Background: an optimization exercise with open tools, aiming at small area, a short achievable clock period and few clock cycles. Do not read the settings as production practice.
The RTL was checked by simulation tests, not by an equivalence proof against the original design.

==> design/flow/design.v <==
module fsk_freq_table (
    input  wire [6:0]  idx,
    output reg  [12:0] tbl_freq,
    output reg  [7:0]  tbl_code
);
  always @(*) begin
    case (idx)
      7'd0 : begin tbl_freq = 13'd1000; tbl_code = 8'h41; end
      7'd1 : begin tbl_freq = 13'd1050; tbl_code = 8'h42; end
      7'd2 : begin tbl_freq = 13'd1100; tbl_code = 8'h43; end
      7'd3 : begin tbl_freq = 13'd1150; tbl_code = 8'h44; end
      7'd4 : begin tbl_freq = 13'd1200; tbl_code = 8'h45; end
      7'd5 : begin tbl_freq = 13'd1250; tbl_code = 8'h46; end
      7'd6 : begin tbl_freq = 13'd1300; tbl_code = 8'h47; end
      7'd7 : begin tbl_freq = 13'd1350; tbl_code = 8'h48; end
      7'd8 : begin tbl_freq = 13'd1400; tbl_code = 8'h49; end
      7'd9 : begin tbl_freq = 13'd1450; tbl_code = 8'h4A; end
      7'd10: begin tbl_freq = 13'd1500; tbl_code = 8'h4B; end
      7'd11: begin tbl_freq = 13'd1550; tbl_code = 8'h4C; end
      7'd12: begin tbl_freq = 13'd1600; tbl_code = 8'h4D; end
      7'd13: begin tbl_freq = 13'd1650; tbl_code = 8'h4E; end
      7'd14: begin tbl_freq = 13'd1700; tbl_code = 8'h4F; end
      7'd15: begin tbl_freq = 13'd1750; tbl_code = 8'h50; end
      7'd16: begin tbl_freq = 13'd1800; tbl_code = 8'h51; end
      7'd17: begin tbl_freq = 13'd1850; tbl_code = 8'h52; end
      7'd18: begin tbl_freq = 13'd1900; tbl_code = 8'h53; end
      7'd19: begin tbl_freq = 13'd1950; tbl_code = 8'h54; end
      7'd20: begin tbl_freq = 13'd2000; tbl_code = 8'h55; end
      7'd21: begin tbl_freq = 13'd2050; tbl_code = 8'h56; end
      7'd22: begin tbl_freq = 13'd2100; tbl_code = 8'h57; end
      7'd23: begin tbl_freq = 13'd2150; tbl_code = 8'h58; end
      7'd24: begin tbl_freq = 13'd2200; tbl_code = 8'h59; end
      7'd25: begin tbl_freq = 13'd2250; tbl_code = 8'h5A; end
      7'd26: begin tbl_freq = 13'd2300; tbl_code = 8'h61; end
      7'd27: begin tbl_freq = 13'd2350; tbl_code = 8'h62; end
      7'd28: begin tbl_freq = 13'd2400; tbl_code = 8'h63; end
      7'd29: begin tbl_freq = 13'd2450; tbl_code = 8'h64; end
      7'd30: begin tbl_freq = 13'd2500; tbl_code = 8'h65; end
      7'd31: begin tbl_freq = 13'd2550; tbl_code = 8'h66; end
      7'd32: begin tbl_freq = 13'd2600; tbl_code = 8'h67; end
      7'd33: begin tbl_freq = 13'd2650; tbl_code = 8'h68; end
      7'd34: begin tbl_freq = 13'd2700; tbl_code = 8'h69; end
      7'd35: begin tbl_freq = 13'd2750; tbl_code = 8'h6A; end
      7'd36: begin tbl_freq = 13'd2800; tbl_code = 8'h6B; end
      7'd37: begin tbl_freq = 13'd2850; tbl_code = 8'h6C; end
      7'd38: begin tbl_freq = 13'd2900; tbl_code = 8'h6D; end
      7'd39: begin tbl_freq = 13'd2950; tbl_code = 8'h6E; end
      7'd40: begin tbl_freq = 13'd3000; tbl_code = 8'h6F; end
      7'd41: begin tbl_freq = 13'd3050; tbl_code = 8'h70; end
      7'd42: begin tbl_freq = 13'd3100; tbl_code = 8'h71; end
      7'd43: begin tbl_freq = 13'd3150; tbl_code = 8'h72; end
      7'd44: begin tbl_freq = 13'd3200; tbl_code = 8'h73; end
      7'd45: begin tbl_freq = 13'd3250; tbl_code = 8'h74; end
      7'd46: begin tbl_freq = 13'd3300; tbl_code = 8'h75; end
      7'd47: begin tbl_freq = 13'd3350; tbl_code = 8'h76; end
      7'd48: begin tbl_freq = 13'd3400; tbl_code = 8'h77; end
      7'd49: begin tbl_freq = 13'd3450; tbl_code = 8'h78; end
      7'd50: begin tbl_freq = 13'd3500; tbl_code = 8'h79; end
      7'd51: begin tbl_freq = 13'd3550; tbl_code = 8'h7A; end
      7'd52: begin tbl_freq = 13'd3600; tbl_code = 8'h30; end
      7'd53: begin tbl_freq = 13'd3650; tbl_code = 8'h31; end
      7'd54: begin tbl_freq = 13'd3700; tbl_code = 8'h32; end
      7'd55: begin tbl_freq = 13'd3750; tbl_code = 8'h33; end
      7'd56: begin tbl_freq = 13'd3800; tbl_code = 8'h34; end
      7'd57: begin tbl_freq = 13'd3850; tbl_code = 8'h35; end
      7'd58: begin tbl_freq = 13'd3900; tbl_code = 8'h36; end
      7'd59: begin tbl_freq = 13'd3950; tbl_code = 8'h37; end
      7'd60: begin tbl_freq = 13'd4000; tbl_code = 8'h38; end
      7'd61: begin tbl_freq = 13'd4050; tbl_code = 8'h39; end
      7'd62: begin tbl_freq = 13'd4100; tbl_code = 8'h80; end
      7'd63: begin tbl_freq = 13'd4150; tbl_code = 8'h81; end
      7'd64: begin tbl_freq = 13'd4200; tbl_code = 8'h82; end
      7'd65: begin tbl_freq = 13'd4250; tbl_code = 8'h83; end
      7'd66: begin tbl_freq = 13'd4300; tbl_code = 8'h84; end
      default: begin tbl_freq = 13'd0; tbl_code = 8'h00; end
    endcase
  end
endmodule
module fsk_f2s (
    input  wire        clk,
    input  wire        rst,           
    input  wire        in_valid,
    output wire        in_ready,
    input  wire [63:0] in_num,
    input  wire [63:0] in_den,
    input  wire [31:0] in_tol,
    input  wire        in_gate_en,
    input  wire [31:0] in_gate_lo,
    input  wire [31:0] in_gate_hi,
    output reg         out_valid,
    output reg  [1:0]  out_status,
    output reg  [7:0]  out_code,
    output reg  [6:0]  out_index
);
  localparam [1:0] ST_FOUND    = 2'd0;
  localparam [1:0] ST_NOTFOUND = 2'd1;
  localparam [1:0] ST_ILLEGAL  = 2'd2;
  localparam [1:0] ST_GATED    = 2'd3;
  localparam [2:0] S_IDLE = 3'd0;
  localparam [2:0] S_LO   = 3'd1;
  localparam [2:0] S_HI   = 3'd2;
  localparam [2:0] S_TOL  = 3'd3;
  localparam [2:0] S_SCAN = 3'd4;
  localparam [6:0] LAST_IDX = 7'd66;
  reg [2:0]  state;
  reg [63:0] num_r;
  reg [63:0] den_r;
  reg [31:0] tol_r;
  reg [31:0] gate_lo_r;
  reg [31:0] gate_hi_r;
  reg [95:0] tden_r;
  reg [6:0]  idx;
  assign in_ready = (state == S_IDLE);
  wire [12:0] tbl_freq;
  wire [7:0]  tbl_code;
  fsk_freq_table u_table (
      .idx      (idx),
      .tbl_freq (tbl_freq),
      .tbl_code (tbl_code)
  );
  reg [31:0] mul_a;
  always @(*) begin
    case (state)
      S_LO:    mul_a = gate_lo_r;
      S_HI:    mul_a = gate_hi_r;
      S_TOL:   mul_a = tol_r;
      default: mul_a = {19'd0, tbl_freq};
    endcase
  end
  wire [95:0] prod = mul_a * den_r;
  wire [95:0] num_x = {32'd0, num_r};
  wire [95:0] distance  = (num_x >= prod) ? (num_x - prod) : (prod - num_x);
  wire        match = (distance <= tden_r);
  always @(posedge clk) begin
    if (rst) begin
      state      <= S_IDLE;
      out_valid  <= 1'b0;
      out_status <= 2'd0;
      out_code   <= 8'd0;
      out_index  <= 7'd0;
      idx        <= 7'd0;
    end else begin
      out_valid <= 1'b0;
      case (state)
        S_IDLE: begin
          if (in_valid) begin
            num_r     <= in_num;
            den_r     <= in_den;
            tol_r     <= in_tol;
            gate_lo_r <= in_gate_lo;
            gate_hi_r <= in_gate_hi;
            idx       <= 7'd0;
            if (in_den == 64'd0) begin
              out_valid  <= 1'b1;
              out_status <= ST_ILLEGAL;
              out_code   <= 8'd0;
              out_index  <= 7'd0;
            end else if (in_gate_en && in_num == 64'd0) begin
              out_valid  <= 1'b1;
              out_status <= ST_GATED;
              out_code   <= 8'd0;
              out_index  <= 7'd0;
            end else if (in_gate_en) begin
              state <= S_LO;
            end else begin
              state <= S_TOL;
            end
          end
        end
        S_LO: begin
          if (prod > num_x) begin
            out_valid  <= 1'b1;
            out_status <= ST_GATED;
            out_code   <= 8'd0;
            out_index  <= 7'd0;
            state      <= S_IDLE;
          end else begin
            state <= S_HI;
          end
        end
        S_HI: begin
          if (num_x > prod) begin
            out_valid  <= 1'b1;
            out_status <= ST_GATED;
            out_code   <= 8'd0;
            out_index  <= 7'd0;
            state      <= S_IDLE;
          end else begin
            state <= S_TOL;
          end
        end
        S_TOL: begin
          tden_r <= prod;
          state  <= S_SCAN;
        end
        S_SCAN: begin
          if (match) begin
            out_valid  <= 1'b1;
            out_status <= ST_FOUND;
            out_code   <= tbl_code;
            out_index  <= idx;
            state      <= S_IDLE;
          end else if (idx == LAST_IDX) begin
            out_valid  <= 1'b1;
            out_status <= ST_NOTFOUND;
            out_code   <= 8'd0;
            out_index  <= 7'd0;
            state      <= S_IDLE;
          end else begin
            idx <= idx + 7'd1;
          end
        end
        default: state <= S_IDLE;
      endcase
    end
  end
endmodule
==> design/flow/run.sh <==
#!/bin/bash
# synth_recipe.tcl (not shown) runs the flow's synth.tcl, then flattens the netlist and writes it again
# the make line also repeats each setting of config.mk as NAME=value (left out here)
make -C /OpenROAD-flow-scripts/flow DESIGN_CONFIG=/design/flow/config.mk WORK_HOME=/design/flow/orfs CLKGATE_MAP_FILE= SYNTH_SCRIPT=/design/flow/synth_recipe.tcl finish
==> design/flow/config.mk <==
export PLATFORM = sky130hd
export DESIGN_NAME = fsk_f2s
export DESIGN_NICKNAME = fsk_f2s
export VERILOG_FILES = /design/flow/design.v
export SDC_FILE = /design/flow/constraint.sdc
export NUM_CORES = 4
export LEC_CHECK = 0
export CAP_MARGIN = 20
export CORE_MARGIN = 2
export CORE_UTILIZATION = 40
export SLEW_MARGIN = 20
==> design/flow/constraint.sdc <==
create_clock -name core_clock -period 18.0 [get_ports {clk}]
set_input_delay 3.6000 -clock core_clock [delete_from_list [all_inputs] [get_ports {clk}]]
set_output_delay 3.6000 -clock core_clock [all_outputs]
set_load 0.01 [all_outputs]
==> results by group <==
Clock tree
  • Clock root cell: clkbuf_16
  • Hold buffers post-CTS: 0
  • CTS H-Tree Depth: 2
  • Clk latency of the worst-skew pair: 0.73 ns
  • TritonCTS Buffers: 50
  • Clk pin slew, worst setup/hold paths: 0.07 ns
  • CTS tree: built
  • Clock Path Buffers: 3
  • Clock sink count: 367

Worst setup path
  • Slowest stage cell, crit path: fa_1
  • Worst path most repeated cell: fa_1
  • CP Data Required Time: 18.61 ns
  • Worst r2r src: state[1]
  • FF-to-FF path depth: 64
  • WP buf/inv: 12
  • CP endpoint kind: flip-flop
  • Crit-path max FO: 64
  • Worst Setup Start Kind: flip-flop
  • Family with the most delay on the worst path: adder cells
  • Max incr delay on CP: 0.54 ns
  • R2R setup slack: 0.94 ns
  • Kind of critical path: reg -> reg
  • Reg2Reg Capture Point: tbl_freq[6]
  • Worst path arrival time: 17.67 ns

Floorplanning
  • Initial Util: 0.401
  • Die X: 475 um
  • Top-level I/O count: 247
  • Die Area: 226000 um2
  • Core area: 222000 um2
  • Row cnt: 173
  • Die H: 475 um

Finish
  • Fin area: 98000 um2
  • Synthesis-to-finish area growth: 10.3%
  • Post-layout nets: 12600
  • Share of layout cells above drive strength 1: 0.0572
  • Most common cell after layout, fill and taps aside: inv_1
  • Fin cells: 13000
  • Most frequent cells in the layout: 2109 x inv_1, 1858 x fa_1, 1673 x nand2_1

Placement
  • DP HPWL: 238 mm
  • Dpl ws: -0.215 ns
  • Port Buffer Count: 246
  • Dpl cell area: 95900 um2
  • DP Cell Count: 12900
  • Final Wtd Congestion: 0.956

Detailed routing
  • Starting DRT DRC Count: 4930
  • Via density: 5.36
  • Drt first pass iters: 7
  • Total wire length: 289 mm
  • Via count: 69600
  • Antenna Nets Post-Route: 0
  • DRC: 0
  • Wire per inst: 22.3 um

Global route
  • Total GRT Usage: 0.261
  • First-pass GRT wire length: 452 mm
  • Grt ovf: 0
  • Pin count of the biggest net entering global routing: 69
  • Initial antenna violation count: 8
  • Vias in the first global route: 75500

Logic synthesis
  • Ys Warns: 2
  • Post-Syn Instances: 9900
  • Post-synth cell types: 110
  • Avg Inst Size Synth: 8.98 um2
  • Post-synthesis sequential area ratio: 0.119
  • Synthesized area: 88900 um2
  • EDFF count, synth: 320
  • Post-synth ARST share: 0
  • Primary FF master, synth: edfxtp_1
  • Post-Syn Nets: 12500
  • Flops & latches, synth: 367

Worst hold path
  • Worst Hold Endpoint: out_code[0]
  • Hold Path Depth: 2
  • Hold Crit Class: reg -> reg
  • Hold Startpoint: tbl_code[0]

Timing
  • Fin crit period: 17.06 ns
  • Max frequency: 58.6 MHz
  • Worst-Margin Slew: 1.11 ns
  • Setup ws final: 0.936 ns
  • Worst hold slack: 0.430 ns
  • Unrepaired setup endpoints after global routing: no
  • Slew HR: 0.254
  • Final worst-path cycle share: 0.948
  • Max Slew Vio Count: 0
  • Hold Vio Cnt, Final: 0
  • # setup viols final: 0
  • Clk_skew: 0.0694 ns

Status
  • Outcome: finished clean

Run
  • Total of max-cap violations: 0
synth_stat cells (all sizes together) (35+ instances only):
master,count,area [um2]
a21o,199,1490
ha,527,6590
o21ai,240,1200
nand4,102,638
clkbuf,511,1920
xnor2,93,815
a21oi,345,1750
edfxtp,320,9610
nor2,229,862
xor2,90,788
and2,666,4170
nand2,1673,6280
buf,41,223
fa,1858,37200
o211ai,42,325
and3,46,288
a22oi,36,270
dfxtp,47,941
nor4,65,425
mux2,37,417
nand3,74,370
a211oi,35,290
nor3,56,292
o21bai,46,345
inv,2110,7920
sequential cells by signal, indices dropped and copies added (netlist names):
register	count
den_r	64
gate_hi_r	32
gate_lo_r	32
idx	7
num_r	64
out_code	8
out_index	7
out_status	2
out_valid	1
state	3
tbl_code	7
tbl_freq	12
tden_r	96
tol_r	32
per-layer routing:
layer  global-route usage  up-vias  share of wire  wire, um
met1                0.333    36200           0.40    116000
li1                     -    30400              -         -
met2                0.446     2464           0.49    141000
met5                    0        -        0.00015        44
met3               0.0342      566          0.062     17900
met4                0.108        6          0.048     13900
worst reg2reg max path, delay by kind of cell, from the launching register on:
family | cells | cell delay, ns
DFF | 1 | 0.44
and+or+nand+nor | 24 | 5.78
muxes | 1 | 0.36
AOI/OAI and AO/OA | 13 | 2.71
adders and majority gates | 12 | 5.54
xor gates and xnor gates | 2 | 0.65
buffers and inverters | 12 | 1.47
through the flow:
| step | utilization | setup TNS [ns] |
|---|---|---|
| CTS | 0.441 | 0 |
| detailed placement | 0.433 | -0.284 |
| floorplan | - | 0 |
| global placement | 0.433 | -0.0387 |
| finish | 0.442 | 0 |
| global route | 0.442 | 0 |
final cells by class:
type                    instances  area (um2)
fillers                     21800      124000
multi-input cells            6871       68700
flip-flops and latches        367       10600
inverters                    2110        7920
repair buffers                567        5370
well taps                    2975        3720
clock buffers                  60        1370
clock inverters                32         370
diodes                          1        2.50
kinds of logic (layout without fill, tap and decap cells):
| kind of cell | Yosys count | in the layout | share of synthesized area |
|---|---|---|---|
| adders and majority gates | 2387 | 2387 | 0.493 |
| xor gates and xnor gates | 183 | 183 | 0.0180 |
| AOI/OAI and AO/OA | 1170 | 1170 | 0.0864 |
| muxes | 68 | 68 | 0.00818 |
| and+or+nand+nor | 3063 | 3063 | 0.163 |
| buffers and inverters | 2662 | 2769 | 0.113 |
| DFF | 367 | 367 | 0.119 |
| other | 0 | 1 | 0 |
worst max path at each step:
stage | to | depth (start not counted) | from
finish | tbl_freq[6] | 64 | state[1]
CTS | tbl_freq[6] | 63 | state[1]
global placement | tbl_freq[6] | 65 | state[1]
detailed placement | tbl_freq[6] | 65 | state[1]
floorplan | tbl_freq[6] | 68 | state[1]
global route | tbl_freq[6] | 65 | state[1]
repair_timing:
item / in CTS / in global routing
gates resized for setup: 1 / 24
pin swaps: 2 / 3
setup buffers: 6 / 11
setup endpoints to repair: 12 / 41
Testbench counts, summed over its fixed seeds: cycles 268,204.

[afterwards: timing with drivers on the ports]
Ports are ideal in the flow. The routed layout listed here was re-timed in OpenROAD.
Step 1, drivers: a clkbuf_16 drives clk and a buf_2 each remaining input, both assumed.
Step 2 moves the port delays by t, midway between the first and last clock arrival at a register: inputs arrive t later, outputs are due t later. That takes back most of the time a late clock gives input paths.
Three values: ideal, step 1, step 2; two values: the first two.
t (ns): 0.784
slack for setup (ns): 0.936 / 0.936 / 0.936
worst setup path after step 2: register to register
After both steps setup and hold are still met in this run. For this run, drivers alone change the setup slack by 0.000 ns; drivers and shift together by 0.000 ns.
